Context: an optimization exercise on an open-source flow, tuned for small area, a short achievable clock period and few clock cycles. The choices shown serve that exercise and are no tape-out recipe. Where RTL was checked, it was by simulation tests only, not by an equivalence proof against the original. Power figures rest on the tool's default switching activity, not on a simulated workload.

## rev 12
==> flow/design.v (excerpt) <==
module bkosc (
    input  wire        clk,
    input  wire        rst,
    input  wire        cmd_valid,
    output wire        cmd_ready,
    input  wire [31:0] cmd_data,
    output wire        rsp_valid,
    input  wire        rsp_ready,
    output wire [31:0] rsp_data,
    output wire        pls_valid,
    input  wire        pls_ready,
    output wire [2:0]  pls_chan,
    output wire [31:0] pls_time,
    output wire [31:0] pls_delta
);
Size in the first run: ~680 flip-flops, about 140 I/O pins, ~47000 µm² of cells after synthesis.
make LEC_CHECK=0 ABC_CLOCK_PERIOD_IN_PS=4000 CAP_MARGIN=20 CORE_MARGIN=2 CORE_UTILIZATION=40 PLACE_DENSITY=0.6 SLEW_MARGIN=20 finish   # period 15.0 ns
run.sh (not shown) runs the stock make flow with config.mk's settings and CLKGATE_MAP_FILE= SYNTH_SCRIPT=/design/flow/synth_recipe.tcl, a recipe that flattens the netlist after the stock synthesis.
Rev 12 has completed all stages; timing, DRC and antenna checks passed.
--- input diff rev 12..rev 13 ---
==> flow/flow/run.sh (new file) <==
#!/bin/bash
# Standard ORFS layout, with timing repair aimed at a setup margin below the clock
# period (the SDC and its 15 ns clock are unchanged).
set -euo pipefail
bash standard.sh SETUP_SLACK_MARGIN=${FLOW_SETUP_MARGIN:-10} finish > standard_flow.log 2>&1
==> flow/standard.sh (new file) <==
#!/bin/bash
# synth_recipe.tcl (not shown) runs the flow's synth.tcl, then flattens the netlist and writes it again
# the make line also repeats each setting of config.mk as NAME=value (left out here)
make -C /OpenROAD-flow-scripts/flow DESIGN_CONFIG=/design/flow/config.mk WORK_HOME=/design/flow/orfs CLKGATE_MAP_FILE= SYNTH_SCRIPT=/design/flow/synth_recipe.tcl "${@:-finish}"
removed: flow/run.sh
### Flow results
Measured against each other, rev 13 and rev 12 differ in share of power burned in combinational logic, the higher figure coming from rev 13.
Rev 13 closes out successfully: all stages finished, all timing, DRC and antenna checks passed.
Sequential group share of total power: rev 13 vs rev 12 down 5.5 points
| met2 demand-to-capacity share in global routing | rev 13 vs rev 12 | 2.8 points higher |
Re net switching power: rev 12 was lower than rev 13.
No functional check of the RTL was part of any run of this note.

Setup of the reference run:
Another version of the RTL of bkosc (not shown whole).
Size in the first run: about 900 flip-flops, roughly 140 I/O pins, about 59,000 sq um of cells after synthesis.
export LEC_CHECK = 0
export ABC_CLOCK_PERIOD_IN_PS = 4000
export CAP_MARGIN = 20
export CORE_MARGIN = 2
export CORE_UTILIZATION = 40
export PLACE_DENSITY = 0.6
export SLEW_MARGIN = 20
create_clock -name core_clock -period 15.0 [get_ports {clk}]
standard.sh (not shown) runs the stock make flow with config.mk's settings and CLKGATE_MAP_FILE= SYNTH_SCRIPT=/design/flow/synth_recipe.tcl, a recipe that flattens the netlist after the stock synthesis.
==> flow/flow/run.sh <==
#!/bin/bash
# Standard ORFS layout, with timing repair aimed at a setup margin below the clock
# period (the SDC and its 15 ns clock are unchanged).
set -euo pipefail
bash standard.sh SETUP_SLACK_MARGIN=${FLOW_SETUP_MARGIN:-9} finish > standard_flow.log 2>&1
The reference run | stages: all done | timing, DRC, antenna: all pass
The inputs of the trial run differ from those of the reference run as listed below.
--- a/flow/flow/run.sh
+++ b/flow/flow/run.sh
@@ -4,2 +4,2 @@
 set -euo pipefail
-bash standard.sh SETUP_SLACK_MARGIN=${FLOW_SETUP_MARGIN:-9} finish > standard_flow.log 2>&1
+bash standard.sh SETUP_SLACK_MARGIN=${FLOW_SETUP_MARGIN:-10} finish > standard_flow.log 2>&1
Notes after the runs:
The post-route worst setup slack reported for the trial run is greater than that of the reference run by 0.11 ns.
Against the reference run as the reference, the trial run delivers a higher number of gates resized after CTS.
Row largest fanout on the critical path: the trial run higher / the reference run lower
When the trial run is set beside the reference run, its global-route usage turns out to be 1.2 points larger.
From the reference run to the trial run the numbers moved as follows: routed wire length up 11,000 um; maximum vdd ir drop down about 3.4%; total power consumption of the routed design up 6.7%; portion of the clock cycle consumed by the worst path in the final layout down 0.73 points.
The trial run vs the reference run — time the final worst path needs with I/O delays and setup dropped 0.11 ns.
Function was not checked in any run of this note: the RTL went through the layout flow alone.

Another version of the RTL of bkosc (not shown whole).
For scale: ~4400 cells after synthesis, roughly 140 I/O pins, roughly 48000 µm² of cells after synthesis.
export LEC_CHECK = 0
export ABC_CLOCK_PERIOD_IN_PS = 4000
export CAP_MARGIN = 0
export CORE_MARGIN = 2
export CORE_UTILIZATION = 50
export PLACE_DENSITY = 0.65
export SLEW_MARGIN = 0
create_clock -name core_clock -period 15.0 [get_ports {clk}]
==> flow/flow/run.sh <==
#!/bin/bash
# Standard ORFS layout, with timing repair aimed at a setup margin below the clock
# period (the SDC and its 15 ns clock are unchanged).
set -euo pipefail
bash standard.sh SETUP_SLACK_MARGIN=${FLOW_SETUP_MARGIN:-10} finish > standard_flow.log 2>&1
Testbench counts at the start, summed over its fixed seeds: cycles 48,118.
Change:
==> flow/flow/run.sh (replaced) <==
#!/bin/bash
# Standard ORFS layout, with timing repair aimed at a setup margin below the clock
# period (the SDC and its 15 ns clock are unchanged).
set -euo pipefail
bash standard.sh SETUP_SLACK_MARGIN=${FLOW_SETUP_MARGIN:-9} finish > standard_flow.log 2>&1
Outcome:
- The new run completed with no timing, DRC or antenna violations
- worst setup slack gets worse by 0.080 ns
- area after synthesis stays the same
- die area is unchanged
- utilization falls by 3.7 points
- clock skew drops by 0.011 ns
- non-clock buffer count drops by 209
Change:
==> flow/flow/run.sh (replaced) <==
#!/bin/bash
# Standard ORFS layout, with timing repair aimed at a setup margin below the clock
# period (the SDC and its 15 ns clock are unchanged).
set -euo pipefail
bash standard.sh SETUP_SLACK_MARGIN=${FLOW_SETUP_MARGIN:-8} finish > standard_flow.log 2>&1
Effect:
- non-clock buffer count goes down by 59
- wire length drops by 4.4%
- total power is lower by 2.5%
- via count drops by 2.2%
- count of clock-buffer cells in the layout shrinks by 7
- final area drops by 2.9%
- hold slack got worse by 0.0079 ns
- cell count falls by 1.1%
- die area is unchanged
- setup slack degrades by 0.64 ns
- global-route usage came out lower by 0.24 points
Change:
==> flow/flow/run.sh (replaced) <==
#!/bin/bash
# Standard ORFS layout, with timing repair aimed at a setup margin below the clock
# period (the SDC and its 15 ns clock are unchanged).
set -euo pipefail
bash standard.sh SETUP_SLACK_MARGIN=${FLOW_SETUP_MARGIN:-9} finish > standard_flow.log 2>&1
- CORE_UTILIZATION: 50 -> 60
- PLACE_DENSITY: 0.65 -> 0.75
Synthesized cell count stays the same.
Non-clock buffer count grows by 60.
Routed wire length shrinks by 1.2%.
Area after synthesis stays the same.
Cell count shrinks by 2.8%.
Clock skew shrinks by 0.0062 ns.
Design area grows by 2.0%.
Power grows by 1.5%.
Hold slack improved by 0.0077 ns.
Worst setup slack improved by 0.61 ns.
Change:
==> flow/flow/run.sh (replaced) <==
#!/bin/bash
# Standard ORFS layout, with timing repair aimed at a setup margin below the clock
# period (the SDC and its 15 ns clock are unchanged).
set -euo pipefail
bash standard.sh SETUP_SLACK_MARGIN=${FLOW_SETUP_MARGIN:-9.5} finish > standard_flow.log 2>&1
- CORE_UTILIZATION: 60 -> 50
- PLACE_DENSITY: 0.75 -> 0.65
What happened: Sequential power hardly moves. Clock skew fell by 0.019 ns. Sequential share of layout area shrinks by 1.0 points.

## afterwards: timing with drivers on the ports
In the flow no input, the clock included, has a driving cell. The finished layouts below were timed again as built, in two steps. Step 1 assumes that a clkbuf_16 drives the clock port and a buf_2 every other input. Step 2, shift: input delay + t, output delay - t, t = (earliest + latest rising clock arrival at the registers) / 2. This alone moves slack from input paths to output paths. a / b / c = ideal / step 1 / step 2; a / b = the first two.
run | t, ns | slack for setup (ns) | worst setup path after step 2 | latest minus earliest clock arrival (ns) | worst data-port slew with drivers (ns)
rev 12 | 0.714 | 7.477 / 7.477 / 7.477 | register to register | 0.033 / 0.034 | 0.06
rev 13 | 0.714 | 8.619 / 8.619 / 8.619 | register to register | 0.028 / 0.028 | 0.04
the reference run | 0.778 | 9.044 / 8.974 / 8.504 | input to register | 0.061 / 0.061 | 0.11
the trial run | 0.797 | 9.153 / 9.153 / 9.153 | register to register | 0.068 / 0.069 | 0.10
the first run of note 3 | 0.739 | 9.064 / 9.064 / 8.452 | input to register | 0.048 / 0.048 | 0.08
the second run of note 3 | 0.729 | 8.984 / 8.984 / 8.574 | input to register | 0.038 / 0.038 | 0.05
the third run of note 3 | 0.725 | 8.343 / 8.343 / 8.083 | input to register | 0.045 / 0.046 | 0.06
the fourth run of note 3 | 0.712 | 8.953 / 8.953 / 8.404 | input to register | 0.040 / 0.039 | 0.10
the fifth run of note 3 | 0.728 | 9.097 / 9.097 / 8.546 | input to register | 0.021 / 0.021 | 0.07
After both steps setup and hold are still met in every run listed. The setup slack of the first run of note 3, which loses most, moves by 0.000 ns with the drivers and by -0.612 ns with both steps.
